What follows belongs to an exercise in optimizing a design on an open flow for a short achievable clock period and few clock cycles; a production flow would make more cautious choices.
Only simulation tests tie the RTL to the original design; equivalence was not proved.
No activity file was given, so power comes from the tool's default toggle rates.

--- flow/run.sh ---
#!/bin/bash
export BUFFER_PORTS_ARGS="-buffer_cell sky130_fd_sc_hd__buf_4"
bash standard.sh > standard.log 2>&1
--- standard.sh ---
#!/bin/bash
# synth_recipe.tcl (not shown) runs the flow's synth.tcl, then flattens the netlist and writes it again
# the make line also repeats each setting of config.mk as NAME=value (left out here)
make -C /OpenROAD-flow-scripts/flow DESIGN_CONFIG=/design/flow/config.mk WORK_HOME=/design/flow/orfs CLKGATE_MAP_FILE= SYNTH_SCRIPT=/design/flow/synth_recipe.tcl "${@:-finish}"
--- config.mk ---
export PLATFORM = sky130hd
export DESIGN_NAME = asd_jtag_engine
export DESIGN_NICKNAME = asd_jtag_engine
export VERILOG_FILES = /design/flow/design.v
export SDC_FILE = /design/flow/constraint.sdc
export NUM_CORES = 4
export LEC_CHECK = 0
export ABC_CLOCK_PERIOD_IN_PS = 2500
export CAP_MARGIN = 20
export CORE_MARGIN = 2
export CORE_UTILIZATION = 40
export SETUP_SLACK_MARGIN = 3.2
export SLEW_MARGIN = 20
--- constraint.sdc ---
create_clock -name core_clock -period 6.0 [get_ports {clk}]
set_input_delay 1.2000 -clock core_clock [delete_from_list [all_inputs] [get_ports {clk}]]
set_output_delay 1.2000 -clock core_clock [all_outputs]
set_load 0.01 [all_outputs]
--- design.v ---
module asd_jtag_engine (
    input  wire        clk,
    input  wire        rst,
    input  wire        start,
    input  wire [11:0] data_size,
    input  wire        hw_mode,
    input  wire        chain_multi,
    input  wire        wscan_enforce,
    output wire        ready,
    output reg         done,
    output reg  [7:0]  status,
    output reg  [11:0] pl_addr,
    input  wire [7:0]  pl_data,
    output reg         call_valid,
    output reg  [3:0]  call_op,
    output reg  [15:0] call_arg,
    output reg  [15:0] call_arg2,
    output reg  [63:0] call_tdi,
    input  wire        call_ack,
    input  wire        call_fail,
    input  wire [63:0] call_rdata,
    output reg         rsp_valid,
    output reg  [7:0]  rsp_data
);
    localparam [3:0] C_SET_TAP_STATE  = 4'd1;
    localparam [3:0] C_SHIFT          = 4'd2;
    localparam [3:0] C_SET_TCK        = 4'd3;
    localparam [3:0] C_SET_PADDING    = 4'd4;
    localparam [3:0] C_WAIT_CYCLES    = 4'd5;
    localparam [3:0] C_TAP_RESET      = 4'd6;
    localparam [3:0] C_SET_CHAIN      = 4'd7;
    localparam [3:0] C_PIN_WRITE      = 4'd8;
    localparam [3:0] C_PIN_READ       = 4'd9;
    localparam [3:0] C_WAIT_PRDY      = 4'd10;
    localparam [3:0] C_WAIT_SYNC      = 4'd11;
    localparam [3:0] C_EVENT_CONFIG   = 4'd12;
    localparam [7:0] ST_SUCCESS   = 8'h00;
    localparam [7:0] ST_JTAG_FAIL = 8'h2A;
    localparam [2:0] D_IDLE = 3'd0;
    localparam [2:0] D_OP   = 3'd1;
    localparam [2:0] D_OPND = 3'd2;
    localparam [2:0] D_PEEK = 3'd3;
    localparam [2:0] D_END  = 3'd4;
    localparam [1:0] E_NONE = 2'd0;
    localparam [1:0] E_PIN  = 2'd1;
    localparam [1:0] E_SCAN = 2'd2;
    reg        rdy;
    assign ready = rdy;
    reg [11:0] na;             
    reg        rv;             
    reg        dv;             
    reg [7:0]  pd;             
    reg        k_tap;          
    reg        k_adopt;        
    reg [1:0]  k_skip;         
    reg [3:0]  k_nb;           
    reg [6:0]  k_nbits;        
    reg        k_len1, k_len2, k_len4;
    reg        k_op12, k_op13, k_op14;
    reg        k_lt48;         
    reg        k_zero;         
    reg [9:0]  k_tck;          
    reg        pdv;            
    reg [2:0]  dst;
    reg        dfail;
    reg [11:0] pc;             
    reg [11:0] rem;            
    reg [4:0]  rs;             
    reg        rs_fix;         
    reg        jpend;          
    reg        jpeek;          
    reg [11:0] jtgt;
    reg        jmc;            
    reg [4:0]  jk;
    reg [7:0]  cur_op;
    reg [3:0]  ocnt;           
    reg [2:0]  oidx;           
    reg [63:0] opnd;
    reg        m_hw, m_cm, m_we;
    reg [3:0]  tap;            
    reg [7:0]  x6;             
    reg        unres;          
    reg        uwalk;          
    reg [1:0]  skind;
    reg [2:0]  sidx;           
    reg [3:0]  cand;           
    reg [11:0] wpc, wrem;      
    reg [3:0]  f_cop   [0:7];
    reg [15:0] f_arg   [0:7];
    reg [15:0] f_arg2  [0:7];
    reg [63:0] f_tdi   [0:7];
    reg [1:0]  f_emit  [0:7];
    reg [3:0]  f_nb    [0:7];
    reg        f_chain [0:7];
    reg [7:0]  f_op    [0:7];
    reg [3:0]  f_tap   [0:7];
    reg [7:0]  f_x6    [0:7];
    reg        f_res   [0:7];
    reg [2:0]  wp, rp;
    reg [3:0]  count;
    reg [1:0]  c_emit;
    reg [3:0]  c_nb;
    reg        c_chain;
    reg [7:0]  c_op;
    reg [3:0]  c_tap;
    reg [7:0]  c_x6;
    reg [63:0] ebuf;
    reg [3:0]  ecnt;           
    wire [7:0] b = pd;
    function [3:0] scan_nb(input [5:0] n6);
        scan_nb = (n6 == 6'd0) ? 4'd8 : ({1'b0, n6[5:3]} + {3'd0, (n6[2:0] != 3'd0)});
    endfunction
    function [1:0] skip_len(input [7:0] o);    
        case (o)
            8'h00, 8'h01, 8'h02, 8'h03, 8'h10, 8'h11: skip_len = 2'd1;
            8'h04, 8'h05:                             skip_len = 2'd2;
            default:                                  skip_len = 2'd0;
        endcase
    endfunction
    function adopt(input [7:0] o);
        adopt = (o[7:4] == 4'h2) &&
                ((o[3:0] == 4'd1) || (o[3:0] == 4'd6) || (o[3:0] == 4'd13));
    endfunction
    wire [1:0]  b_skip    = k_skip;
    wire [3:0]  b_nb      = k_nb;
    wire [6:0]  b_nbits   = k_nbits;
    wire [6:0]  p_div     = (pl_data[5:0] == 6'd0) ? 7'd64 : {1'b0, pl_data[5:0]};
    wire [6:0]  cur_nbits = (cur_op[5:0] == 6'd0) ? 7'd64 : {1'b0, cur_op[5:0]};
    wire [3:0]  cur_nb    = scan_nb(cur_op[5:0]);
    wire [11:0] rem_m1    = rem - 12'd1;
    wire [11:0] pc_p1     = pc + 12'd1;
    wire [11:0] pc_p2     = pc + 12'd2;
    wire [11:0] pc_p3     = pc + 12'd3;
    wire [11:0] pc_p4     = pc + 12'd4;
    wire [11:0] wpc_p2    = wpc + 12'd2;
    wire [11:0] wpc_p3    = wpc + 12'd3;
    wire [11:0] wpc_p4    = wpc + 12'd4;
    wire [11:0] na_p1     = na + 12'd1;
    wire        rem_zero  = (rs == 5'd0) && !rs_fix;
    wire        rem_gt2   = (rs > 5'd2);
    wire        rem_gt3   = (rs > 5'd3);
    wire [4:0]  rs_m1     = (rem[11:5] != 7'd0) ? 5'd31 : (rs - 5'd1);
    wire [4:0]  rs_dec    = rs - 5'd1;
    wire [4:0]  rs_sat    = (rem[11:5] != 7'd0) ? 5'd31 : rem[4:0];
    wire        wrem_gt2  = (wrem[11:4] != 8'd0) || (wrem[3:0] > 4'd2);
    wire        wrem_gt3  = (wrem[11:4] != 8'd0) || (wrem[3:0] > 4'd3);
    wire [9:0]  jtag_tck = k_tck;
    wire [4:0]  multi_k  = {1'b0, b[3:0]} + 5'd1;
    wire [11:0] mc_jt    = pc_p2 + {8'd0, b[3:0]};
    wire [11:0] mc_jt1   = pc_p3 + {8'd0, b[3:0]};
    reg        t_push;
    reg [3:0]  t_cop;
    reg [15:0] t_arg, t_arg2;
    reg [63:0] t_tdi;
    reg [1:0]  t_emit;
    reg [3:0]  t_nb;
    reg        t_chain;
    reg [3:0]  t_tap;
    reg        t_res;
    reg [7:0]  t_op;
    reg        t_patch;
    reg [3:0]  t_pend;
    reg        t_unpush;
    reg        t_jump;
    reg        t_pjump;        
    reg [11:0] t_jt, t_jt1;
    reg        t_proc;
    reg        t_fail;
    reg        t_end;
    reg        t_opnd;         
    reg        t_newop;        
    reg [3:0]  t_ocnt;
    reg        t_newscan;      
    reg        t_walk;         
    reg        t_peek;         
    reg        t_rewind;       
    reg        t_mc;           
    reg        t_setx6;
    reg        t_settap;
    reg [3:0]  t_newtap;
    always @(*) begin
        t_push    = 1'b0;
        t_cop     = 4'd0;
        t_arg     = 16'd0;
        t_arg2    = 16'd0;
        t_tdi     = opnd;
        t_tdi[oidx*8 +: 8] = b;
        t_emit    = E_NONE;
        t_nb      = 4'd0;
        t_chain   = 1'b0;
        t_tap     = tap;
        t_res     = 1'b1;
        t_op      = (dst == D_OPND) ? cur_op : b;
        t_patch   = 1'b0;
        t_pend    = tap;
        t_unpush  = 1'b0;
        t_jump    = 1'b0;
        t_pjump   = 1'b0;
        t_jt      = pc;
        t_jt1     = pc_p1;
        t_proc    = 1'b0;
        t_fail    = 1'b0;
        t_end     = 1'b0;
        t_opnd    = 1'b0;
        t_newop   = 1'b0;
        t_ocnt    = 4'd1;
        t_newscan = 1'b0;
        t_walk    = 1'b0;
        t_peek    = 1'b0;
        t_rewind  = 1'b0;
        t_mc      = 1'b0;
        t_setx6   = 1'b0;
        t_settap  = 1'b0;
        t_newtap  = b[3:0];
        case (dst)
            D_OP: begin
                if (rem_zero) begin
                    if (unres) begin
                        t_patch = 1'b1;
                        t_pend  = uwalk ? cand : tap;
                    end
                    t_end = 1'b1;
                end else if (pdv) begin
                    t_proc = 1'b1;
                    if (unres && !uwalk) begin
                        if (k_tap) begin
                            if (m_hw && (rs != 5'd1)) begin
                                t_walk = 1'b1;
                            end else begin
                                t_patch = 1'b1;
                                t_pend  = b[3:0];
                            end
                        end else if ((b[7:6] == skind) || ((skind == 2'b01) && !m_we)) begin
                            t_patch = 1'b1;
                            t_pend  = tap;
                        end else begin
                            t_unpush = 1'b1;
                            t_proc   = 1'b0;
                            t_fail   = 1'b1;
                        end
                    end else if (unres && uwalk) begin
                        if ((b_skip == 2'd1) ? rem_gt2 : (b_skip == 2'd2) ? rem_gt3 : 1'b0) begin
                            t_proc  = 1'b0;
                            t_jump  = 1'b1;
                            t_pjump = 1'b1;
                            t_peek  = 1'b1;
                            t_jt    = (b_skip == 2'd1) ? pc_p2 : pc_p3;
                            t_jt1   = (b_skip == 2'd1) ? pc_p3 : pc_p4;
                        end else begin
                            t_patch = 1'b1;
                            t_pend  = k_adopt ? b[3:0] : cand;
                        end
                    end
                    if (t_proc) begin
                        if (b[7:6] != 2'b00) begin
                            if (b[7:6] == 2'b10) begin
                                t_push    = 1'b1;
                                t_res     = 1'b0;
                                t_cop     = C_SHIFT;
                                t_arg     = {6'd0, 1'b0, 1'b1, 1'b0, b_nbits};
                                t_emit    = E_SCAN;
                                t_nb      = b_nb;
                                t_newscan = 1'b1;
                            end else if (rs <= {1'b0, k_nb}) begin
                                t_fail = 1'b1;
                            end else begin
                                t_newop = 1'b1;
                                t_ocnt  = b_nb;
                            end
                        end else if (k_tap) begin
                            t_push   = 1'b1;
                            t_cop    = C_SET_TAP_STATE;
                            t_arg    = {12'd0, b[3:0]};
                            t_tap    = b[3:0];
                            t_settap = 1'b1;
                        end else begin
                            if (k_len1) begin
                                if (rs <= 5'd1) t_fail = 1'b1;
                                else begin t_newop = 1'b1; t_ocnt = 4'd1; end
                            end else if (k_len2) begin
                                if (rs <= 5'd2) t_fail = 1'b1;
                                else begin t_newop = 1'b1; t_ocnt = 4'd2; end
                            end else if (k_len4) begin
                                if (rs <= 5'd4) t_fail = 1'b1;
                                else begin t_newop = 1'b1; t_ocnt = 4'd4; end
                            end else if (k_op12) begin
                                t_push = 1'b1;
                                t_cop  = C_WAIT_PRDY;
                                t_arg  = {8'd0, x6};
                            end else if (k_op14) begin
                                t_push   = 1'b1;
                                t_cop    = C_TAP_RESET;
                                t_tap    = 4'd0;
                                t_settap = 1'b1;
                                t_newtap = 4'd0;
                            end else if (!k_op13) begin
                                t_fail = 1'b1;
                            end
                        end
                    end
                end
            end
            D_OPND: begin
                if (pdv) begin
                    t_opnd = 1'b1;
                    if (ocnt == 4'd1) begin
                        if (cur_op[7:6] != 2'b00) begin
                            t_push    = 1'b1;
                            t_res     = 1'b0;
                            t_cop     = C_SHIFT;
                            t_arg     = {6'd0, 1'b1, (cur_op[7:6] == 2'b11), 1'b0, cur_nbits};
                            t_emit    = (cur_op[7:6] == 2'b11) ? E_SCAN : E_NONE;
                            t_nb      = cur_nb;
                            t_newscan = 1'b1;
                        end else begin
                            case (cur_op)
                                8'h00: begin
                                    if (k_lt48) begin
                                        t_push = 1'b1;
                                        t_cop  = C_EVENT_CONFIG;
                                        t_arg  = {9'd0, b[6:0]};
                                        t_arg2 = {15'd0, b[7]};
                                    end
                                end
                                8'h01: begin
                                    t_push = 1'b1;
                                    t_cop  = C_SET_TCK;
                                    t_arg  = {6'd0, jtag_tck};
                                end
                                8'h02, 8'h03: begin
                                    t_push = 1'b1;
                                    t_cop  = C_SET_PADDING;
                                    t_arg  = {8'd0, b};
                                    t_arg2 = {15'd0, cur_op[0]};
                                end
                                8'h04, 8'h05: begin
                                    t_push = 1'b1;
                                    t_cop  = C_SET_PADDING;
                                    t_arg  = {b, opnd[7:0]};
                                    t_arg2 = {14'd0, 1'b1, cur_op[0]};
                                end
                                8'h06: t_setx6 = 1'b1;
                                8'h07: begin
                                    if (!b[6]) begin
                                        t_push = 1'b1;
                                        t_cop  = C_PIN_WRITE;
                                        t_arg  = {10'd0, b[5:0]};
                                        t_arg2 = {15'd0, b[7]};
                                    end else if (!m_cm) begin
                                        if (b[3:1] != 3'd0) t_fail = 1'b1;
                                        else begin
                                            t_push  = 1'b1;
                                            t_cop   = C_SET_CHAIN;
                                            t_arg   = {15'd0, b[0]};
                                            t_chain = 1'b1;
                                        end
                                    end else begin
                                        if (!rs_dec[4] && (rs_dec[3:0] <= b[3:0])) begin
                                            t_fail = 1'b1;
                                        end else begin
                                            t_mc   = 1'b1;
                                            t_jump = 1'b1;
                                            t_jt   = mc_jt;
                                            t_jt1  = mc_jt1;
                                        end
                                    end
                                end
                                8'h08, 8'h09, 8'h0A, 8'h0B,
                                8'h0C, 8'h0D, 8'h0E, 8'h0F: begin
                                    t_push = 1'b1;
                                    t_cop  = C_PIN_READ;
                                    t_arg  = {9'd0, b[6:0]};
                                    t_emit = E_PIN;
                                    t_nb   = 4'd1;
                                end
                                8'h10, 8'h11: begin
                                    t_push = 1'b1;
                                    t_cop  = C_WAIT_CYCLES;
                                    t_arg  = {7'd0, k_zero, b};
                                    t_arg2 = {15'd0, cur_op[0]};
                                end
                                8'h19: begin
                                    t_push = 1'b1;
                                    t_cop  = C_WAIT_SYNC;
                                    t_arg  = opnd[15:0];
                                    t_arg2 = {b, opnd[23:16]};
                                end
                                default: ;
                            endcase
                        end
                    end
                end
            end
            D_PEEK: begin
                if (pdv) begin
                    if ((b_skip == 2'd1) ? wrem_gt2 : (b_skip == 2'd2) ? wrem_gt3 : 1'b0) begin
                        t_jump  = 1'b1;
                        t_pjump = 1'b1;
                        t_jt    = (b_skip == 2'd1) ? wpc_p2 : wpc_p3;
                        t_jt1   = (b_skip == 2'd1) ? wpc_p3 : wpc_p4;
                    end else begin
                        t_patch  = 1'b1;
                        t_pend   = k_adopt ? b[3:0] : cand;
                        t_jump   = 1'b1;
                        t_rewind = 1'b1;
                    end
                end
            end
            default: ;
        endcase
    end
    wire        i_hs     = call_valid && call_ack;
    wire        i_cfail  = i_hs && call_fail;
    wire        i_chain  = i_hs && !call_fail && c_chain;
    wire        i_emit   = i_hs && !call_fail && !c_chain && (c_emit != E_NONE);
    wire        i_want   = (call_valid ? (call_ack && !call_fail && !c_chain && (c_emit == E_NONE))
                                       : (ecnt[3:1] == 3'd0));
    wire        i_qne    = (count != 4'd0);
    wire        i_hres   = f_res[rp] || (t_patch && (sidx == rp));
    wire        i_pop    = i_want && i_qne && i_hres;
    wire        i_byp    = i_want && !i_qne && t_push && t_res;
    wire        i_cv     = (call_valid && !call_ack) || i_chain || i_pop || i_byp;
    wire [3:0]  i_ecnt   = i_emit ? c_nb : ((ecnt == 4'd0) ? 4'd0 : (ecnt - 4'd1));
    wire        i_done   = (dst == D_END) && !i_qne && !i_cv && (i_ecnt == 4'd0);
    wire        t_credit = (count <= 4'd3);
    wire        t_jreq   = jpend && (jpeek || t_credit);
    wire        t_req    = !jpend && ((dst == D_OP) || (dst == D_OPND)) && t_credit;
    wire        t_qin    = t_push && !i_byp;
    wire        t_qout   = i_pop || t_unpush;
    wire [3:0]  cnt_p1   = count + 4'd1;
    wire [3:0]  cnt_m1   = count - 4'd1;
    wire [3:0]  cnt_m2   = count - 4'd2;
    wire [11:0] jtgt_p1  = jtgt + 12'd1;
    always @(posedge clk) begin
        pd      <= pl_data;
        k_tap   <= (pl_data[7:4] == 4'h2);
        k_adopt <= adopt(pl_data);
        k_skip  <= skip_len(pl_data);
        k_nb    <= scan_nb(pl_data[5:0]);
        k_nbits <= (pl_data[5:0] == 6'd0) ? 7'd64 : {1'b0, pl_data[5:0]};
        k_len1  <= ((pl_data[7:4] == 4'h0) && (pl_data[7:1] != 7'b0000010)) ||
                   (pl_data[7:1] == 7'b0001000);
        k_len2  <= (pl_data[7:1] == 7'b0000010);
        k_len4  <= (pl_data == 8'h19);
        k_op12  <= (pl_data == 8'h12);
        k_op13  <= (pl_data == 8'h13);
        k_op14  <= (pl_data == 8'h14);
        k_lt48  <= (pl_data[6:0] < 7'd48);
        k_zero  <= (pl_data == 8'd0);
        k_tck   <= {3'b000, p_div} << pl_data[7:6];
        if (t_opnd)
            opnd[oidx*8 +: 8] <= b;
        if (t_newop) begin
            cur_op <= b;
            ocnt   <= t_ocnt;
            oidx   <= 3'd0;
        end else if (t_opnd) begin
            ocnt   <= ocnt - 4'd1;
            oidx   <= oidx + 3'd1;
        end
        if (rdy) begin
            m_hw <= hw_mode;
            m_cm <= chain_multi;
            m_we <= wscan_enforce;
        end
        if (t_newscan) begin
            skind <= (dst == D_OPND) ? cur_op[7:6] : b[7:6];
            sidx  <= wp;
        end
        if (t_walk)
            cand <= b[3:0];
        if (t_peek) begin
            wpc  <= t_jt;
            wrem <= rem - ((b_skip == 2'd1) ? 12'd2 : 12'd3);
        end else if ((dst == D_PEEK) && t_jump && !t_rewind) begin
            wpc  <= t_jt;
            wrem <= wrem - ((b_skip == 2'd1) ? 12'd2 : 12'd3);
        end
        f_cop[wp]   <= t_cop;
        f_arg[wp]   <= t_arg;
        f_arg2[wp]  <= t_arg2;
        f_tdi[wp]   <= t_tdi;
        f_emit[wp]  <= t_emit;
        f_nb[wp]    <= t_nb;
        f_chain[wp] <= t_chain;
        f_op[wp]    <= t_op;
        f_tap[wp]   <= t_tap;
        f_x6[wp]    <= x6;
        f_res[wp]   <= t_res;
        if (t_patch) begin
            f_arg2[sidx] <= {12'd0, t_pend};
            f_tap[sidx]  <= t_pend;
            f_res[sidx]  <= 1'b1;
        end
        if (!call_valid || call_ack) begin
            if (i_chain) begin
                call_op   <= C_PIN_WRITE;
                call_arg  <= 16'd16;
                call_arg2 <= {15'd0, call_arg[0]};
                c_chain   <= 1'b0;
            end else if (i_qne) begin
                call_op   <= f_cop[rp];
                call_arg  <= f_arg[rp];
                call_arg2 <= f_res[rp] ? f_arg2[rp] : {12'd0, t_pend};
                call_tdi  <= f_tdi[rp];
                c_emit    <= f_emit[rp];
                c_nb      <= f_nb[rp];
                c_chain   <= f_chain[rp];
                c_op      <= f_op[rp];
                c_tap     <= f_res[rp] ? f_tap[rp] : t_pend;
                c_x6      <= f_x6[rp];
            end else begin
                call_op   <= t_cop;
                call_arg  <= t_arg;
                call_arg2 <= t_arg2;
                call_tdi  <= t_tdi;
                c_emit    <= t_emit;
                c_nb      <= t_nb;
                c_chain   <= t_chain;
                c_op      <= t_op;
                c_tap     <= t_tap;
                c_x6      <= x6;
            end
        end
        if (i_hs) begin
            rsp_data <= c_op;
            ebuf     <= (c_emit == E_PIN) ? {56'd0, call_rdata[0], call_arg[6:0]} : call_rdata;
        end else begin
            rsp_data <= ebuf[7:0];
            ebuf     <= {8'd0, ebuf[63:8]};
        end
        if (i_cfail)
            status <= ST_JTAG_FAIL;
        else
            status <= dfail ? ST_JTAG_FAIL : ST_SUCCESS;
    end
    always @(posedge clk) begin
        if (rst) begin
            rdy        <= 1'b1;
            done       <= 1'b0;
            pl_addr    <= 12'd0;
            na         <= 12'd0;
            call_valid <= 1'b0;
            rsp_valid  <= 1'b0;
            ecnt       <= 4'd0;
            rv         <= 1'b0;
            dv         <= 1'b0;
            pdv        <= 1'b0;
            dst        <= D_IDLE;
            dfail      <= 1'b0;
            pc         <= 12'd0;
            rem        <= 12'd0;
            rs         <= 5'd0;
            rs_fix     <= 1'b0;
            jpend      <= 1'b0;
            tap        <= 4'd0;
            x6         <= 8'd0;
            unres      <= 1'b0;
            uwalk      <= 1'b0;
            wp         <= 3'd0;
            rp         <= 3'd0;
            count      <= 4'd0;
        end else if (rdy) begin
            done      <= 1'b0;
            rsp_valid <= 1'b0;
            pdv       <= 1'b0;
            if (start) begin
                rdy     <= 1'b0;
                pc      <= 12'd0;
                rem     <= data_size;
                rs      <= (data_size[11:5] != 7'd0) ? 5'd31 : data_size[4:0];
                rs_fix  <= 1'b0;
                jpend   <= 1'b0;
                jmc     <= 1'b0;
                dst     <= D_OP;
                dfail   <= 1'b0;
                unres   <= 1'b0;
                uwalk   <= 1'b0;
                wp      <= 3'd0;
                rp      <= 3'd0;
                count   <= 4'd0;
                dv      <= 1'b1;
                rv      <= 1'b1;
                pl_addr <= 12'd1;
                na      <= 12'd2;
            end else begin
                pl_addr <= 12'd0;
                rv      <= 1'b0;
                dv      <= 1'b0;
            end
        end else begin
            rs_fix <= 1'b0;
            if (t_proc) begin
                pc  <= pc_p1;
                rem <= rem_m1;
                rs  <= rs_m1;
            end else if (t_opnd) begin
                pc  <= pc_p1;
                rem <= rem_m1;
                rs  <= rs_m1;
            end else if (t_jreq && jmc) begin
                pc     <= jtgt;
                rem    <= rem - {7'd0, jk};
                rs_fix <= 1'b1;
            end else if (rs_fix) begin
                rs <= rs_sat;
            end
            if (t_end)
                dst <= D_END;
            else if (t_fail)
                dst <= D_END;
            else if (t_peek)
                dst <= D_PEEK;
            else if (t_rewind)
                dst <= D_OP;
            else if (t_newop)
                dst <= D_OPND;
            else if (t_opnd && (ocnt == 4'd1))
                dst <= D_OP;
            if (t_end)
                dfail <= 1'b0;
            else if (t_fail)
                dfail <= 1'b1;
            if (t_settap)
                tap <= t_newtap;
            if (t_setx6)
                x6 <= b;
            if (t_newscan) begin
                unres <= 1'b1;
                uwalk <= 1'b0;
            end else if (t_walk) begin
                uwalk <= 1'b1;
            end else if (t_patch || t_unpush) begin
                unres <= 1'b0;
            end
            if (t_unpush)
                wp <= wp - 3'd1;
            else if (t_push && !i_byp)
                wp <= wp + 3'd1;
            if (i_pop)
                rp <= rp + 3'd1;
            if (t_qin && !t_qout)
                count <= cnt_p1;
            else if (!t_qin && i_pop && t_unpush)
                count <= cnt_m2;
            else if (!t_qin && t_qout)
                count <= cnt_m1;
            dv  <= rv && !t_jump && !jpend;
            pdv <= dv && !t_jump;
            if (t_jump) begin
                jpend <= 1'b1;
                jpeek <= t_pjump;
                jmc   <= t_mc;
                jk    <= multi_k;
                jtgt  <= t_rewind ? pc : t_jt;
            end else if (t_jreq) begin
                jpend <= 1'b0;
                jmc   <= 1'b0;
            end
            pl_addr <= ((dst == D_END) || (dst == D_IDLE)) ? 12'd0 : (jpend ? jtgt : na);
            rv      <= t_jreq || t_req;
            if (t_jreq)
                na <= jtgt_p1;
            else if (t_req)
                na <= na_p1;
            call_valid <= i_cv;
            rsp_valid  <= i_emit || (ecnt != 4'd0);
            ecnt       <= i_ecnt;
            done <= 1'b0;
            if (i_cfail) begin
                done    <= 1'b1;
                rdy     <= 1'b1;
                tap     <= c_tap;
                x6      <= c_x6;
                dst     <= D_IDLE;
                unres   <= 1'b0;
                pl_addr <= 12'd0;
                rv      <= 1'b0;
                dv      <= 1'b0;
            end else if (i_done) begin
                done    <= 1'b1;
                rdy     <= 1'b1;
                dst     <= D_IDLE;
            end
        end
    end
endmodule
==> results of run 1 <==
==> power by group <==
part / switching, mW / total (mW) / internal, mW / leakage (nW)
sequential: 0.109 / 11.4 / 11.3 / 13.6
clock: 4.09 / 9.85 / 5.75 / 2.53
combinational: 0.636 / 1.10 / 0.467 / 10.0
total: 4.84 / 22.4 / 17.5 / 26.1
==> through the flow <==
| stage | instance area, um^2 | hold WS, ns |
|---|---|---|
| after global placement | 67240 | 0.4114 |
| final | 76430 | 0.4296 |
| after floorplan | 63670 | 0.4014 |
| after detailed placement | 67240 | 0.4132 |
| after global routing | 76430 | 0.4567 |
| after CTS | 74420 | 0.4281 |
==> synth_stat cells, types with 17 or more instances <==
master	instances	share of area, %
nor2b_1	22	0.22
nor2_1	420	2.5
inv_1	70	0.41
a211oi_1	36	0.43
mux4_2	257	9.1
edfxtp_1	1178	56
nand3_1	54	0.43
a22oi_1	43	0.51
ha_1	53	1.0
or3_1	18	0.18
and3_1	19	0.19
o22ai_1	46	0.45
and2_1	25	0.25
nor4_1	19	0.19
nand2_1	337	2.0
buf_2	37	0.29
a22o_1	116	1.6
mux2_2	25	0.44
buf_1	56	0.33
clkbuf_1	187	1.1
nor3_1	63	0.50
a21oi_1	193	1.5
mux2i_1	197	3.1
a21o_1	17	0.20
dfxtp_1	318	10
o211ai_1	25	0.30
xnor2_1	45	0.62
a31oi_1	23	0.23
o21ai_0	191	1.5
nand2b_1	23	0.23
xor2_1	41	0.57
==> metal layers <==
layer | routed length, um | vias up | share of wire (%) | global-route usage [%]
li1 | - | 17810 | - | -
met1 | 76230 | 20620 | 42 | 30.28
met2 | 85550 | 1701 | 48 | 34.56
met3 | 13780 | 302 | 7.7 | 3.823
met4 | 4388 | 0 | 2.4 | 5.481
met5 | 0 | - | 0 | 0
==> cell usage in the layout, fill, tap and decap left out, drive strengths merged, types with 26 or more instances in the layout <==
cell type,n
a211oi,39
a21oi,196
a22o,116
a22oi,47
and2,32
buf,495
clkbuf,214
clkinv,50
dfxtp,318
edfxtp,1178
ha,53
inv,66
mux2i,197
mux4,257
nand2,344
nand3,57
nor2,424
nor3,68
o211ai,26
o21ai,194
o22ai,46
xnor2,45
xor2,41
==> timing repair <==
item | in CTS | in global routing
buffers inserted | 108 | 93
setup endpoints to repair | 1402 | 714
cloned | 9 | 15
pin swaps | 43 | 82
resized for setup | 253 | 246
==> logic make-up after synthesis <==
logic type	Yosys count
flops	1496
simple gates	1091
compound gates	833
mux	479
buf+inv	368
xor+xnor	86
fa+ha+maj	56
other cells	1
==> flip-flops by register name, indices dropped and copies added (netlist names), 16 cells and up, named ones only <==
register and count:
f_arg 128, call_tdi 64, f_cop 32, f_op 64, f_tdi 512, f_arg2 128, ebuf 64, f_emit 16
call_arg2 16, f_tap 32, f_nb 32, opnd 64, f_x6 64, call_arg 16
==> worst reg2reg max path: cells and delay by family (launching register included) <==
kind | cells | cell delay (ns)
flops | 1 | 0.40
compound gates | 5 | 1.12
buf+inv | 4 | 0.59
mux | 1 | 0.15
simple gates | 2 | 0.66
==> path summary, 6_finish.rpt <==
check / end / cells past startpoint / from
min: ebuf[6] / 2 / ebuf[14]
max: rem[11] / 12 / k_tap
max reg2reg: rem[11] / 12 / k_tap
min reg2reg: ebuf[6] / 2 / ebuf[14]
==> area by class of cell <==
cell class,instances,area share (%)
sequential,1496,54.70
clock inverter,76,1.241
antenna,1,0.003274
tap,2072,3.392
timing repair inverter,4,0.03601
clock buffer,211,5.577
multi-input combinational,2563,28.72
timing repair buffer,500,5.888
inverter,74,0.4420
==> results.toml, run 1 <==
[status]
status = "no timing/DRC/antenna violations"

[timing]
fin_worst_skew_ns = 0.03049
finalSetupTns_ns = 0
clock.fmax_mhz = 335.5
finalWorstSetupSlack_ns = 3.019
tightest_slew_ns = 1.279
period_needed_ns = 2.981
setup_violations = 0
finalCritPeriodShare_pct = 49.68
slew_viol_final = 0
rsz0062_at_grt = "yes"
relSlewSlack_pct = 14.55
hold_viol = 0

[die]
die_h_um = 402.0
chipWidth_um = 402.0
num_rows = 146
die-area_mm2 = 0.1616
core_area_mm2 = 0.1578
start_util_pct = 40.14
boundaryPins = 224

[power_and_ir_drop]
peakVddDrop_mv = 0.2813
leakagePower_nw = 26.12
power_mw = 22.36
powerDensity_mw_per_mm2 = 292.5

[critical_path]
slowest_delay_ns = 0.42
slowest_stage = "or3b_4"
crit_buf_inv = 4
crit_type = "flip-flop to flip-flop"
path_max_fanout = 10
worstPathCellList = "or3b_4, a211oi_4, a311o_2, buf_4, buf_6, o21ai_4, buf_12, a211oi_4, buf_4, o21ai_0, mux2i_1, nor4_1"
endpoint_kind = "flip-flop"
cp.arrival_ns = 3.68
path_delay_family = "compound AO/OA/AOI/OAI gates"
required_ns = 6.70
reg2reg_setup_slack_ns = 3.02
start_kind = "flip-flop"

[cells_and_area]
multi_input_area_mm2 = 0.02195
finalNonFillerCells = 6997
finalNetCount = 4942
seq_area_mm2 = 0.04181
drive_gt1_share_pct = 28.19
areaGrowthSynthToFinish_pct = 20.64
final_util_pct = 48.43
fill_cells = 13490

[clock_tree]
cts_buffers = 155
cts_hold_buf = 0
cts.sinks = 1496
cts_tree = "built"
clock_latency_ns = 0.80
clkTransAtPathRegs_ns = 0.06
clk_path_buf_depth = 3
root_buffer = "clkbuf_16"
htree_levels = 4

[synth]
syn_inst = 4410
avgSynthCellArea_um2 = 14.37
synth_fa_ha_area_share_pct = 1.141
synth_area_mm2 = 0.06336
ys_warn_count = 1
synth_compound_area_share_pct = 8.889
synthXorXnorAreaFrac_pct = 1.189
synth_simple_gate_area_share_pct = 7.834
synth-async-reset-ratio_pct = 0
yosysUniqueCellTypes = 109
ys_ff_latch = 1496
ys.flop_type = "edfxtp_1"
synth_top_family_by_area = "multiplexers"
synth-edff-count = 1178
synthMuxAreaShare_pct = 12.69
ys_seq_area_share_pct = 65.88

[routing]
vias = 40420
routed_via_density = 5.777
ant_nets = 0
dr.pass1.iters = 6
wirelength_um = 179900
wl_per_cell_um = 25.72
first_iter_violations = 4241
drcViolationCount = 0

[place]
place_congestion = 0.8989
numPortBuffers = 218
dp_hpwl_um = 100900
dpl.cell_count = 6482
dpl_worst_slack_ns = 1.608

[grt]
grt_first_pass_wirelength_um = 260600
grt_max_degree = 124
antenna_found_initial = 3
globalRouteTotalUtil_pct = 21.51
grt_pass1_vias = 39390
grt-ovfl-total = 0

[job]
maxCapViolations = 0

[hold_path]
hp-class = "flip-flop to flip-flop"
Testbench counts, summed over its fixed seeds: cycles 128,716.
==> inputs of run 2 (changes only) <==
--- a/design.v
+++ b/design.v
@@ -67,3 +67,3 @@
     reg [11:0] rem;            
-    reg [4:0]  rs;             
+    reg [16:0] le;             
     reg        rs_fix;         
@@ -138,8 +138,14 @@
     wire [11:0] na_p1     = na + 12'd1;
-    wire        rem_zero  = (rs == 5'd0) && !rs_fix;
-    wire        rem_gt2   = (rs > 5'd2);
-    wire        rem_gt3   = (rs > 5'd3);
-    wire [4:0]  rs_m1     = (rem[11:5] != 7'd0) ? 5'd31 : (rs - 5'd1);
-    wire [4:0]  rs_dec    = rs - 5'd1;
-    wire [4:0]  rs_sat    = (rem[11:5] != 7'd0) ? 5'd31 : rem[4:0];
+    wire        rem_zero  = le[0] && !rs_fix;
+    wire        le_nb     = le[k_nb];                   
+    wire        le_mc     = le[{1'b0, b[3:0]} + 5'd1];  
+    wire [16:0] le_m1     = {(rem <= 12'd17), le[16:1]};
+    reg  [16:0] le_rem, le_ds;
+    integer     li;
+    always @(*) begin
+        for (li = 0; li < 17; li = li + 1) begin
+            le_rem[li] = (rem <= li);
+            le_ds[li]  = (data_size <= li);
+        end
+    end
     wire        wrem_gt2  = (wrem[11:4] != 8'd0) || (wrem[3:0] > 4'd2);
@@ -165,3 +171,3 @@
     reg        t_pjump;        
-    reg [11:0] t_jt, t_jt1;
+    reg [11:0] t_jt;
     reg        t_proc;
@@ -179,12 +185,10 @@
     reg        t_settap;
-    reg [3:0]  t_newtap;
     always @(*) begin
-        t_push    = 1'b0;
-        t_cop     = 4'd0;
-        t_arg     = 16'd0;
-        t_arg2    = 16'd0;
         t_tdi     = opnd;
         t_tdi[oidx*8 +: 8] = b;
+        t_cop     = C_TAP_RESET;
+        t_arg     = 16'd0;
+        t_arg2    = 16'd0;
         t_emit    = E_NONE;
-        t_nb      = 4'd0;
+        t_nb      = 4'd1;
         t_chain   = 1'b0;
@@ -193,2 +197,81 @@
         t_op      = (dst == D_OPND) ? cur_op : b;
+        if (dst == D_OPND) begin
+            if (cur_op[7:6] != 2'b00) begin
+                t_cop  = C_SHIFT;
+                t_arg  = {6'd0, 1'b1, (cur_op[7:6] == 2'b11), 1'b0, cur_nbits};
+                t_emit = (cur_op[7:6] == 2'b11) ? E_SCAN : E_NONE;
+                t_nb   = cur_nb;
+                t_res  = 1'b0;
+            end else begin
+                case (cur_op[4:0])
+                    5'h00: begin
+                        t_cop  = C_EVENT_CONFIG;
+                        t_arg  = {9'd0, b[6:0]};
+                        t_arg2 = {15'd0, b[7]};
+                    end
+                    5'h01: begin
+                        t_cop  = C_SET_TCK;
+                        t_arg  = {6'd0, k_tck};
+                    end
+                    5'h02, 5'h03: begin
+                        t_cop  = C_SET_PADDING;
+                        t_arg  = {8'd0, b};
+                        t_arg2 = {15'd0, cur_op[0]};
+                    end
+                    5'h04, 5'h05: begin
+                        t_cop  = C_SET_PADDING;
+                        t_arg  = {b, opnd[7:0]};
+                        t_arg2 = {14'd0, 1'b1, cur_op[0]};
+                    end
+                    5'h07: begin
+                        if (!b[6]) begin
+                            t_cop  = C_PIN_WRITE;
+                            t_arg  = {10'd0, b[5:0]};
+                            t_arg2 = {15'd0, b[7]};
+                        end else begin
+                            t_cop   = C_SET_CHAIN;
+                            t_arg   = {15'd0, b[0]};
+                            t_chain = 1'b1;
+                        end
+                    end
+                    5'h08, 5'h09, 5'h0A, 5'h0B,
+                    5'h0C, 5'h0D, 5'h0E, 5'h0F: begin
+                        t_cop  = C_PIN_READ;
+                        t_arg  = {9'd0, b[6:0]};
+                        t_emit = E_PIN;
+                    end
+                    5'h10, 5'h11: begin
+                        t_cop  = C_WAIT_CYCLES;
+                        t_arg  = {7'd0, k_zero, b};
+                        t_arg2 = {15'd0, cur_op[0]};
+                    end
+                    default: begin
+                        t_cop  = C_WAIT_SYNC;
+                        t_arg  = opnd[15:0];
+                        t_arg2 = {b, opnd[23:16]};
+                    end
+                endcase
+            end
+        end else begin
+            if (b[7]) begin
+                t_cop  = C_SHIFT;
+                t_arg  = {6'd0, 1'b0, 1'b1, 1'b0, k_nbits};
+                t_emit = E_SCAN;
+                t_nb   = k_nb;
+                t_res  = 1'b0;
+            end else if (k_tap) begin
+                t_cop  = C_SET_TAP_STATE;
+                t_arg  = {12'd0, b[3:0]};
+                t_tap  = b[3:0];
+            end else if (k_op12) begin
+                t_cop  = C_WAIT_PRDY;
+                t_arg  = {8'd0, x6};
+            end else begin
+                t_cop  = C_TAP_RESET;
+                t_tap  = 4'd0;
+            end
+        end
+    end
+    always @(*) begin
+        t_push    = 1'b0;
         t_patch   = 1'b0;
@@ -199,3 +282,2 @@
         t_jt      = pc;
-        t_jt1     = pc_p1;
         t_proc    = 1'b0;
@@ -213,3 +295,2 @@
         t_settap  = 1'b0;
-        t_newtap  = b[3:0];
         case (dst)
@@ -226,3 +307,3 @@
                         if (k_tap) begin
-                            if (m_hw && (rs != 5'd1)) begin
+                            if (m_hw && !le[1]) begin
                                 t_walk = 1'b1;
@@ -241,3 +322,3 @@
                     end else if (unres && uwalk) begin
-                        if ((b_skip == 2'd1) ? rem_gt2 : (b_skip == 2'd2) ? rem_gt3 : 1'b0) begin
+                        if ((k_skip == 2'd1) ? !le[2] : (k_skip == 2'd2) ? !le[3] : 1'b0) begin
                             t_proc  = 1'b0;
@@ -246,4 +327,3 @@
                             t_peek  = 1'b1;
-                            t_jt    = (b_skip == 2'd1) ? pc_p2 : pc_p3;
-                            t_jt1   = (b_skip == 2'd1) ? pc_p3 : pc_p4;
+                            t_jt    = (k_skip == 2'd1) ? pc_p2 : pc_p3;
                         end else begin
@@ -257,9 +337,4 @@
                                 t_push    = 1'b1;
-                                t_res     = 1'b0;
-                                t_cop     = C_SHIFT;
-                                t_arg     = {6'd0, 1'b0, 1'b1, 1'b0, b_nbits};
-                                t_emit    = E_SCAN;
-                                t_nb      = b_nb;
                                 t_newscan = 1'b1;
-                            end else if (rs <= {1'b0, k_nb}) begin
+                            end else if (le_nb) begin
                                 t_fail = 1'b1;
@@ -267,3 +342,3 @@
                                 t_newop = 1'b1;
-                                t_ocnt  = b_nb;
+                                t_ocnt  = k_nb;
                             end
@@ -271,29 +346,19 @@
                             t_push   = 1'b1;
-                            t_cop    = C_SET_TAP_STATE;
-                            t_arg    = {12'd0, b[3:0]};
-                            t_tap    = b[3:0];
                             t_settap = 1'b1;
-                        end else begin
-                            if (k_len1) begin
-                                if (rs <= 5'd1) t_fail = 1'b1;
-                                else begin t_newop = 1'b1; t_ocnt = 4'd1; end
-                            end else if (k_len2) begin
-                                if (rs <= 5'd2) t_fail = 1'b1;
-                                else begin t_newop = 1'b1; t_ocnt = 4'd2; end
-                            end else if (k_len4) begin
-                                if (rs <= 5'd4) t_fail = 1'b1;
-                                else begin t_newop = 1'b1; t_ocnt = 4'd4; end
-                            end else if (k_op12) begin
-                                t_push = 1'b1;
-                                t_cop  = C_WAIT_PRDY;
-                                t_arg  = {8'd0, x6};
-                            end else if (k_op14) begin
-                                t_push   = 1'b1;
-                                t_cop    = C_TAP_RESET;
-                                t_tap    = 4'd0;
-                                t_settap = 1'b1;
-                                t_newtap = 4'd0;
-                            end else if (!k_op13) begin
-                                t_fail = 1'b1;
-                            end
+                        end else if (k_len1) begin
+                            if (le[1]) t_fail = 1'b1;
+                            else begin t_newop = 1'b1; t_ocnt = 4'd1; end
+                        end else if (k_len2) begin
+                            if (le[2]) t_fail = 1'b1;
+                            else begin t_newop = 1'b1; t_ocnt = 4'd2; end
+                        end else if (k_len4) begin
+                            if (le[4]) t_fail = 1'b1;
+                            else begin t_newop = 1'b1; t_ocnt = 4'd4; end
+                        end else if (k_op12) begin
+                            t_push = 1'b1;
+                        end else if (k_op14) begin
+                            t_push   = 1'b1;
+                            t_settap = 1'b1;
+                        end else if (!k_op13) begin
+                            t_fail = 1'b1;
                         end
@@ -308,52 +373,15 @@
                             t_push    = 1'b1;
-                            t_res     = 1'b0;
-                            t_cop     = C_SHIFT;
-                            t_arg     = {6'd0, 1'b1, (cur_op[7:6] == 2'b11), 1'b0, cur_nbits};
-                            t_emit    = (cur_op[7:6] == 2'b11) ? E_SCAN : E_NONE;
-                            t_nb      = cur_nb;
                             t_newscan = 1'b1;
                         end else begin
-                            case (cur_op)
-                                8'h00: begin
-                                    if (k_lt48) begin
-                                        t_push = 1'b1;
-                                        t_cop  = C_EVENT_CONFIG;
-                                        t_arg  = {9'd0, b[6:0]};
-                                        t_arg2 = {15'd0, b[7]};
-                                    end
-                                end
-                                8'h01: begin
-                                    t_push = 1'b1;
-                                    t_cop  = C_SET_TCK;
-                                    t_arg  = {6'd0, jtag_tck};
-                                end
-                                8'h02, 8'h03: begin
-                                    t_push = 1'b1;
-                                    t_cop  = C_SET_PADDING;
-                                    t_arg  = {8'd0, b};
-                                    t_arg2 = {15'd0, cur_op[0]};
-                                end
-                                8'h04, 8'h05: begin
-                                    t_push = 1'b1;
-                                    t_cop  = C_SET_PADDING;
-                                    t_arg  = {b, opnd[7:0]};
-                                    t_arg2 = {14'd0, 1'b1, cur_op[0]};
-                                end
-                                8'h06: t_setx6 = 1'b1;
-                                8'h07: begin
+                            case (cur_op[4:0])
+                                5'h00: t_push = k_lt48;
+                                5'h06: t_setx6 = 1'b1;
+                                5'h07: begin
                                     if (!b[6]) begin
                                         t_push = 1'b1;
-                                        t_cop  = C_PIN_WRITE;
-                                        t_arg  = {10'd0, b[5:0]};
-                                        t_arg2 = {15'd0, b[7]};
                                     end else if (!m_cm) begin
                                         if (b[3:1] != 3'd0) t_fail = 1'b1;
-                                        else begin
-                                            t_push  = 1'b1;
-                                            t_cop   = C_SET_CHAIN;
-                                            t_arg   = {15'd0, b[0]};
-                                            t_chain = 1'b1;
-                                        end
+                                        else                t_push = 1'b1;
                                     end else begin
-                                        if (!rs_dec[4] && (rs_dec[3:0] <= b[3:0])) begin
+                                        if (le_mc) begin
                                             t_fail = 1'b1;
@@ -363,3 +391,2 @@
                                             t_jt   = mc_jt;
-                                            t_jt1  = mc_jt1;
                                         end
@@ -367,23 +394,3 @@
                                 end
-                                8'h08, 8'h09, 8'h0A, 8'h0B,
-                                8'h0C, 8'h0D, 8'h0E, 8'h0F: begin
-                                    t_push = 1'b1;
-                                    t_cop  = C_PIN_READ;
-                                    t_arg  = {9'd0, b[6:0]};
-                                    t_emit = E_PIN;
-                                    t_nb   = 4'd1;
-                                end
-                                8'h10, 8'h11: begin
-                                    t_push = 1'b1;
-                                    t_cop  = C_WAIT_CYCLES;
-                                    t_arg  = {7'd0, k_zero, b};
-                                    t_arg2 = {15'd0, cur_op[0]};
-                                end
-                                8'h19: begin
-                                    t_push = 1'b1;
-                                    t_cop  = C_WAIT_SYNC;
-                                    t_arg  = opnd[15:0];
-                                    t_arg2 = {b, opnd[23:16]};
-                                end
-                                default: ;
+                                default: t_push = 1'b1;
                             endcase
@@ -395,7 +402,6 @@
                 if (pdv) begin
-                    if ((b_skip == 2'd1) ? wrem_gt2 : (b_skip == 2'd2) ? wrem_gt3 : 1'b0) begin
+                    if ((k_skip == 2'd1) ? wrem_gt2 : (k_skip == 2'd2) ? wrem_gt3 : 1'b0) begin
                         t_jump  = 1'b1;
                         t_pjump = 1'b1;
-                        t_jt    = (b_skip == 2'd1) ? wpc_p2 : wpc_p3;
-                        t_jt1   = (b_skip == 2'd1) ? wpc_p3 : wpc_p4;
+                        t_jt    = (k_skip == 2'd1) ? wpc_p2 : wpc_p3;
                     end else begin
@@ -552,3 +558,3 @@
             rem        <= 12'd0;
-            rs         <= 5'd0;
+            le         <= 17'd1;
             rs_fix     <= 1'b0;
@@ -570,3 +576,3 @@
                 rem     <= data_size;
-                rs      <= (data_size[11:5] != 7'd0) ? 5'd31 : data_size[4:0];
+                le      <= le_ds;
                 rs_fix  <= 1'b0;
@@ -595,3 +601,3 @@
                 rem <= rem_m1;
-                rs  <= rs_m1;
+                le  <= le_m1;
             end else if (t_opnd) begin
@@ -599,3 +605,3 @@
                 rem <= rem_m1;
-                rs  <= rs_m1;
+                le  <= le_m1;
             end else if (t_jreq && jmc) begin
@@ -605,3 +611,3 @@
             end else if (rs_fix) begin
-                rs <= rs_sat;
+                le <= le_rem;
             end
@@ -624,3 +630,3 @@
             if (t_settap)
-                tap <= t_newtap;
+                tap <= t_tap;
             if (t_setx6)
--- a/config.mk
+++ b/config.mk
@@ -10,4 +10,4 @@
 export CORE_MARGIN = 2
-export CORE_UTILIZATION = 40
-export SETUP_SLACK_MARGIN = 3.2
+export CORE_UTILIZATION = 55
+export SETUP_SLACK_MARGIN = 3.4
 export SLEW_MARGIN = 20
==> results.toml, run 2 <==
[clock_tree]
cts.sinks = 1508
cts_tree = "built"
clock_latency_ns = 0.79
cts_buffers = 158
root_buffer = "clkbuf_16"
clkTransAtPathRegs_ns = 0.06
cts_hold_buf = 0
htree_levels = 4
clk_path_buf_depth = 3

[routing]
first_iter_violations = 4627
drcViolationCount = 0
routed_via_density = 6.320
wirelength_um = 181700
vias = 41530
wl_per_cell_um = 27.65
dr.pass1.iters = 7
ant_nets = 0

[grt]
grt_max_degree = 140
grt-ovfl-total = 0
globalRouteTotalUtil_pct = 29.81
grt_pass1_vias = 39860
grt_first_pass_wirelength_um = 264600
antenna_found_initial = 8

[cells_and_area]
mostFrequentLayoutCells = "edfxtp_1, buf_4, nor2_1"
final_common_cell = "edfxtp_1"
finalNetCount = 5056
largest_reg_flops = 512
regMostFlops = "f_tdi"
fill_cells = 8197
drive_gt1_share_pct = 29.41
areaGrowthSynthToFinish_pct = 21.43
largestRegisters = "f_tdi: 512 flops, f_arg2: 128 flops, f_arg: 128 flops"
finalNonFillerCells = 6571

[die]
die-area_mm2 = 0.1191
start_util_pct = 55.27
chipWidth_um = 345.1
boundaryPins = 224
core_area_mm2 = 0.1157
die_h_um = 345.1
num_rows = 125

[timing]
clock.fmax_mhz = 349.3
relSlewSlack_pct = 20.78
slew_viol_final = 0
hold_viol = 0
finalCritPeriodShare_pct = 47.72
fin_worst_skew_ns = 0.04153
setup_violations = 0
finalSetupTns_ns = 0
period_needed_ns = 2.863
tightest_slew_ns = 1.180
rsz0062_at_grt = "yes"

[synth]
synth-async-reset-ratio_pct = 0
synth_simple_gate_area_share_pct = 8.068
synth_fa_ha_area_share_pct = 0.9349
ys.flop_type = "edfxtp_1"
yosys-top-cells-area = "edfxtp_1, dfxtp_1, mux4_2, mux2i_1, nor2_1"
synth_top_area_cell = "edfxtp_1"
synth-edff-count = 1178
ys_seq_area_share_pct = 65.62
ys_top_cells_by_count = "edfxtp_1, nor2_1, nand2_1, dfxtp_1, mux4_2"
synth_compound_area_share_pct = 9.157
ys_ff_latch = 1508
synth_top_family_by_area = "multiplexers"
synthMuxAreaShare_pct = 12.82
yosysUniqueCellTypes = 101
ys_warn_count = 1
syn_inst = 4513
synth_area_mm2 = 0.06397
yosysMostFrequentCell = "edfxtp_1"
yosysTopAreaCellShare_pct = 55.30
synthXorXnorAreaFrac_pct = 1.068
avgSynthCellArea_um2 = 14.18

[hold_path]
hp-class = "flip-flop to flip-flop"

[status]
status = "no timing/DRC/antenna violations"

[job]
maxCapViolations = 0

[power_and_ir_drop]
leakagePower_nw = 26.52
powerDensity_mw_per_mm2 = 286.2
peakVddDrop_mv = 0.2760

[critical_path]
crit_type = "flip-flop to flip-flop"
start_kind = "flip-flop"
path_max_fanout = 5
cp.arrival_ns = 3.54
required_ns = 6.67
endpoint_kind = "flip-flop"

[place]
dpl.cell_count = 6009
dp_hpwl_um = 95170
place_congestion = 0.8777
numPortBuffers = 218
==> run 2: timing repair <==
action                      CTS  global route
cloned                       13             7
setup endpoints to repair  1505           635
pin swaps                    97           107
resized for setup           340           323
setup buffers               157            94
==> run 2: path summary, 6_finish.rpt <==
check	from	end	slack, ns	cells past startpoint
max	pd[3]	count[0]	3.14	10
min	ebuf[11]	ebuf[3]	0.43	2
max reg2reg	pd[3]	count[0]	3.14	10
min reg2reg	ebuf[11]	ebuf[3]	0.43	2
==> run 2: metal layers <==
layer | part of all wire (%) | track usage, % | wire, um
met4 | 2.9 | 9.175 | 5190
met5 | 0 | 0 | 0
met1 | 42 | 43.30 | 76630
met3 | 8.0 | 4.912 | 14500
met2 | 47 | 46.59 | 85380
==> run 2: kinds of logic after synthesis <==
kind of cell	after synthesis
other cells	1
flops	1508
compound gates	879
simple gates	1140
buf+inv	379
mux	482
xor+xnor	78
fa+ha+maj	46
==> run 2: through the flow <==
step                util (%)  hold slack, ns  worst slack, ns  area, um^2  power, mW
floorplan                  -          0.4014            2.626       64490      12.26
global route           67.12          0.4548            3.058       77680      22.88
CTS                    65.14          0.4451            3.076       75380      22.30
global placement       58.21          0.4221            2.390       67370      12.67
detailed placement     58.21          0.4218            2.348       67370      12.69
finish                 67.12          0.4312            3.137       77680      22.24
==> run 2: area by class of cell <==
type	instances	area (um^2)	area share, %
clock inverters	53	651.9	0.8391
well taps	1524	1907	2.455
clock buffers	232	4431	5.703
inverters	64	285.3	0.3672
repair buffers	550	5346	6.882
flip-flops and latches	1508	42070	54.16
multi-input cells	2636	22980	29.58
diodes	4	10.01	0.01289
==> run 2: worst max-delay path, stage by stage (launching register included) <==
cell       delay, ns
dfxtp_4         0.35
buf_12          0.13
or4_4           0.56
a2111oi_4       0.34
a211oi_2        0.10
o22ai_4         0.28
o31ai_4         0.15
buf_4           0.17
xor2_4          0.17
nor3b_2         0.18
mux2_1          0.33
==> run 2: report_power, final <==
| group | leakage (nW) | switching [mW] | internal, mW | total (mW) |
|---|---|---|---|---|
| sequential | 13.7 | 0.134 | 11.4 | 11.5 |
| combinational | 10.3 | 0.648 | 0.485 | 1.13 |
| clock | 2.47 | 4.07 | 5.51 | 9.57 |
| total | 26.5 | 4.85 | 17.4 | 22.2 |
Testbench counts of run 2, summed over its fixed seeds: cycles 128,716.
==> inputs of run 3 (changes only) <==
--- a/design.v
+++ b/design.v
@@ -87,2 +87,4 @@
     reg [11:0] wpc, wrem;      
+    reg [11:0] rwpc, rwrem;    
+    reg        jrw;            
     reg [3:0]  f_cop   [0:7];
@@ -478,2 +480,4 @@
         if (t_peek) begin
+            rwpc  <= pc;
+            rwrem <= rem;
             wpc  <= t_jt;
@@ -580,2 +584,3 @@
                 jmc     <= 1'b0;
+                jrw     <= 1'b0;
                 dst     <= D_OP;
@@ -598,7 +603,3 @@
             rs_fix <= 1'b0;
-            if (t_proc) begin
-                pc  <= pc_p1;
-                rem <= rem_m1;
-                le  <= le_m1;
-            end else if (t_opnd) begin
+            if (pdv && ((dst == D_OP) || (dst == D_OPND))) begin
                 pc  <= pc_p1;
@@ -610,2 +611,6 @@
                 rs_fix <= 1'b1;
+            end else if (t_jreq && jrw) begin
+                pc     <= rwpc;
+                rem    <= rwrem;
+                rs_fix <= 1'b1;
             end else if (rs_fix) begin
@@ -660,3 +665,4 @@
                 jk    <= multi_k;
-                jtgt  <= t_rewind ? pc : t_jt;
+                jrw   <= t_rewind;
+                jtgt  <= t_rewind ? rwpc : t_jt;
             end else if (t_jreq) begin
@@ -664,2 +670,3 @@
                 jmc   <= 1'b0;
+                jrw   <= 1'b0;
             end
==> results.toml, run 3 <==
[synth]
ys_seq_area_share_pct = 65.61
synth_area_mm2 = 0.06513
ys_top_cells_by_count = "edfxtp_1, nor2_1, dfxtp_1, nand2_1, mux4_2"
ys_ff_latch = 1533
synth-edff-count = 1203
yosysUniqueCellTypes = 90
synth_top_area_cell = "edfxtp_1"
yosysTopAreaCellShare_pct = 55.46
syn_inst = 4582
yosysMostFrequentCell = "edfxtp_1"
synth-async-reset-ratio_pct = 0
ys_warn_count = 1
avgSynthCellArea_um2 = 14.21
ys.flop_type = "edfxtp_1"
yosys-top-cells-area = "edfxtp_1, dfxtp_1, mux4_2, mux2i_1, nor2_1"

[die]
chipWidth_um = 348.1
core_area_mm2 = 0.1178
start_util_pct = 55.31
die-area_mm2 = 0.1212
boundaryPins = 224
die_h_um = 348.1
num_rows = 126

[cells_and_area]
areaGrowthSynthToFinish_pct = 19.72
final_common_cell = "edfxtp_1"
drive_gt1_share_pct = 28.21
finalInstanceArea_mm2 = 0.07798
largestRegisters = "f_tdi: 512 flops, f_arg2: 128 flops, f_arg: 128 flops"
finalNetCount = 5097
final_util_pct = 66.22
largest_reg_flops = 512
regMostFlops = "f_tdi"
fill_cells = 8473
mostFrequentLayoutCells = "edfxtp_1, buf_4, nor2_1"

[power_and_ir_drop]
p_int_mw = 17.40
clock_power_share_pct = 42.0
switchingPower_mw = 4.871
power_mw = 22.27
combinationalPowerShare_pct = 5.3
peakVddDrop_mv = 0.2721
power_frac_seq_pct = 52.7
powerDensity_mw_per_mm2 = 285.6
netSwitchingFraction_pct = 21.87
leakagePower_nw = 26.40

[clock_tree]
clkTransAtPathRegs_ns = 0.06
cts_buffers = 160
cts_tree = "built"
cts_hold_buf = 0
htree_levels = 4
cts.sinks = 1533
clk_path_buf_depth = 3
clock_latency_ns = 0.78
root_buffer = "clkbuf_16"

[critical_path]
worstPathCellList = "ha_4, xor2_1, ha_1, o21a_1, a21oi_2, nor2_2, maj3_2, nand2_2, o311ai_4, o211ai_1, mux2_4"
required_ns = 6.53
slowest_stage = "dfxtp_4"
path_delay_family = "adder cells"
path_max_fanout = 5
reg2reg_from = "pc[1]"
cp.arrival_ns = 3.35
start_kind = "flip-flop"
endpoint_kind = "flip-flop"
crit_type = "flip-flop to flip-flop"
timing.critical_path.from = "pc[1]"
crit_buf_inv = 0
slowest_delay_ns = 0.38

[place]
dp_hpwl_um = 101700
dpl-instance-area_mm2 = 0.06844
place_congestion = 0.9231
numPortBuffers = 218

[grt]
grt_first_pass_wirelength_um = 264200
globalRouteTotalUtil_pct = 29.22
grt_pass1_vias = 40670
antenna_found_initial = 7
grt-ovfl-total = 0
grt_max_degree = 131

[timing]
rsz0062_at_grt = "yes"
finalSetupTns_ns = 0
setup_violations = 0
finalCritPeriodShare_pct = 47.00
hold_viol = 0
fin_worst_skew_ns = 0.03444
clock.fmax_mhz = 354.6
relSlewSlack_pct = 11.42
tightest_slew_ns = 1.320
slew_viol_final = 0
period_needed_ns = 2.820

[hold_path]
hp-class = "flip-flop to flip-flop"
min_from = "ebuf[53]"

[routing]
ant_nets = 0
routed_via_density = 6.336
vias = 41920
wl_per_cell_um = 27.28
first_iter_violations = 4588
dr.pass1.iters = 6
wirelength_um = 180500
drcViolationCount = 0

[job]
maxCapViolations = 0

[status]
status = "no timing/DRC/antenna violations"
-- run 3: cell types whose count changed after synthesis, moves of 9 or more --
cell | before | now
nand2_1 | 357 | 325
and3_1 | 16 | 25
buf_2 | 7 | 39
o211ai_1 | 44 | 24
edfxtp_1 | 1178 | 1203
mux2_2 | 21 | 31
a211oi_1 | 46 | 66
xnor2_1 | 45 | 59
mux2i_1 | 191 | 205
-- run 3: power groups by stage --
stage               Sequential, mW  Clock [mW]  Combinational [mW]
floorplan                     11.9           0               0.562
global placement              12.0           0               0.934
detailed placement            12.0           0               0.942
CTS                           11.7        9.51                1.08
global route                  11.7        9.91                1.26
finish                        11.7        9.37                1.18
-- run 3: worst paths after layout --
path | slack [ns] | to | cells after the start
min reg2reg | 0.44 | ebuf[45] | 1
max reg2reg | 3.18 | jtgt[7] | 11
min | 0.44 | ebuf[45] | 1
max | 3.18 | jtgt[7] | 11
-- run 3: worst reg2reg max path, delay by kind of cell, from the launching register on --
family,cells,cell delay [ns]
adder cells (fa/ha/maj),3,0.79
AO/OA/AOI/OAI,4,0.69
flip-flops,1,0.38
multiplexers,1,0.31
AND/OR/NAND/NOR,2,0.25
XOR/XNOR,1,0.14
-- run 3: area by class of cell --
| cell class | instances | area [um^2] | area share (%) |
|---|---|---|---|
| antenna | 1 | 2.502 | 0.003209 |
| clock buffer | 224 | 4493 | 5.762 |
| clock inverter | 61 | 417.9 | 0.5359 |
| inverter | 66 | 295.3 | 0.3787 |
| multi-input combinational | 2657 | 23020 | 29.52 |
| sequential | 1533 | 42850 | 54.95 |
| tap | 1536 | 1922 | 2.465 |
| timing repair buffer | 538 | 4976 | 6.381 |
-- run 3: metrics by stage --
step | hold slack, ns | cells | worst slack [ns]
floorplan | 0.4014 | 4586 | 3.110
global placement | 0.4301 | 6092 | 2.161
detailed placement | 0.4256 | 6094 | 2.145
CTS | 0.4470 | 6505 | 3.183
global route | 0.4577 | 6615 | 3.080
finish | 0.4430 | 6616 | 3.180
-- run 3: cell families after synthesis --
family / after synthesis / share of synthesized area [%]
AOI/OAI and AO/OA: 890 / 9.098
other: 1 / 0.005757
DFF: 1533 / 65.61
adders and majority gates: 50 / 0.9912
buffers and inverters: 398 / 2.415
muxes: 503 / 12.91
xor gates and xnor gates: 95 / 1.277
and+or+nand+nor: 1112 / 7.701
-- run 3: per-layer routing --
| layer | up-vias | part of all wire, % | global-route usage, % |
|---|---|---|---|
| met2 | 1801 | 47 | 46.03 |
| met5 | - | 0.031 | 0 |
| met3 | 333 | 7.5 | 4.093 |
| li1 | 18440 | - | - |
| met1 | 21330 | 43 | 42.18 |
| met4 | 8 | 3.0 | 9.983 |
-- run 3: what timing repair did --
action	in CTS	in global routing
gates resized for setup	339	233
pin swaps	51	72
cloned	6	10
setup endpoints to repair	1650	691
buffers inserted	120	100
Testbench counts of run 3, summed over its fixed seeds: cycles 128,716.

==> static timing again, ports no longer ideal <==
How much do the figures lean on ideal ports? The routed layouts below were timed once more, with nothing changed but the port constraints. Step 1 sets driving cells, clkbuf_16 on the clock port and buf_2 on the other inputs (assumed; they add their load-dependent delay and slew). Step 2 moves the port delays by t, midway between the first and last clock arrival at a register: inputs arrive t later, outputs are due t later. That takes back most of the time a late clock gives input paths. Slacks: ideal ports / drivers / drivers and shift; pairs: ideal ports / drivers.
run	t, ns	slack for setup (ns)	hold slack, ns	latest minus earliest clock arrival (ns)	pins driven straight from the clock port
run 1	0.869	3.019 / 3.019 / 2.466	0.430 / 0.430 / 0.430	0.031 / 0.031	1
run 2	0.853	3.137 / 3.137 / 2.615	0.431 / 0.431 / 0.431	0.042 / 0.042	1
run 3	0.841	3.180 / 3.180 / 2.635	0.443 / 0.443 / 0.443	0.035 / 0.035	1
After both steps setup and hold are still met in every run listed. The setup slack of run 1, which loses most, moves by 0.000 ns with the drivers and by -0.553 ns with both steps.
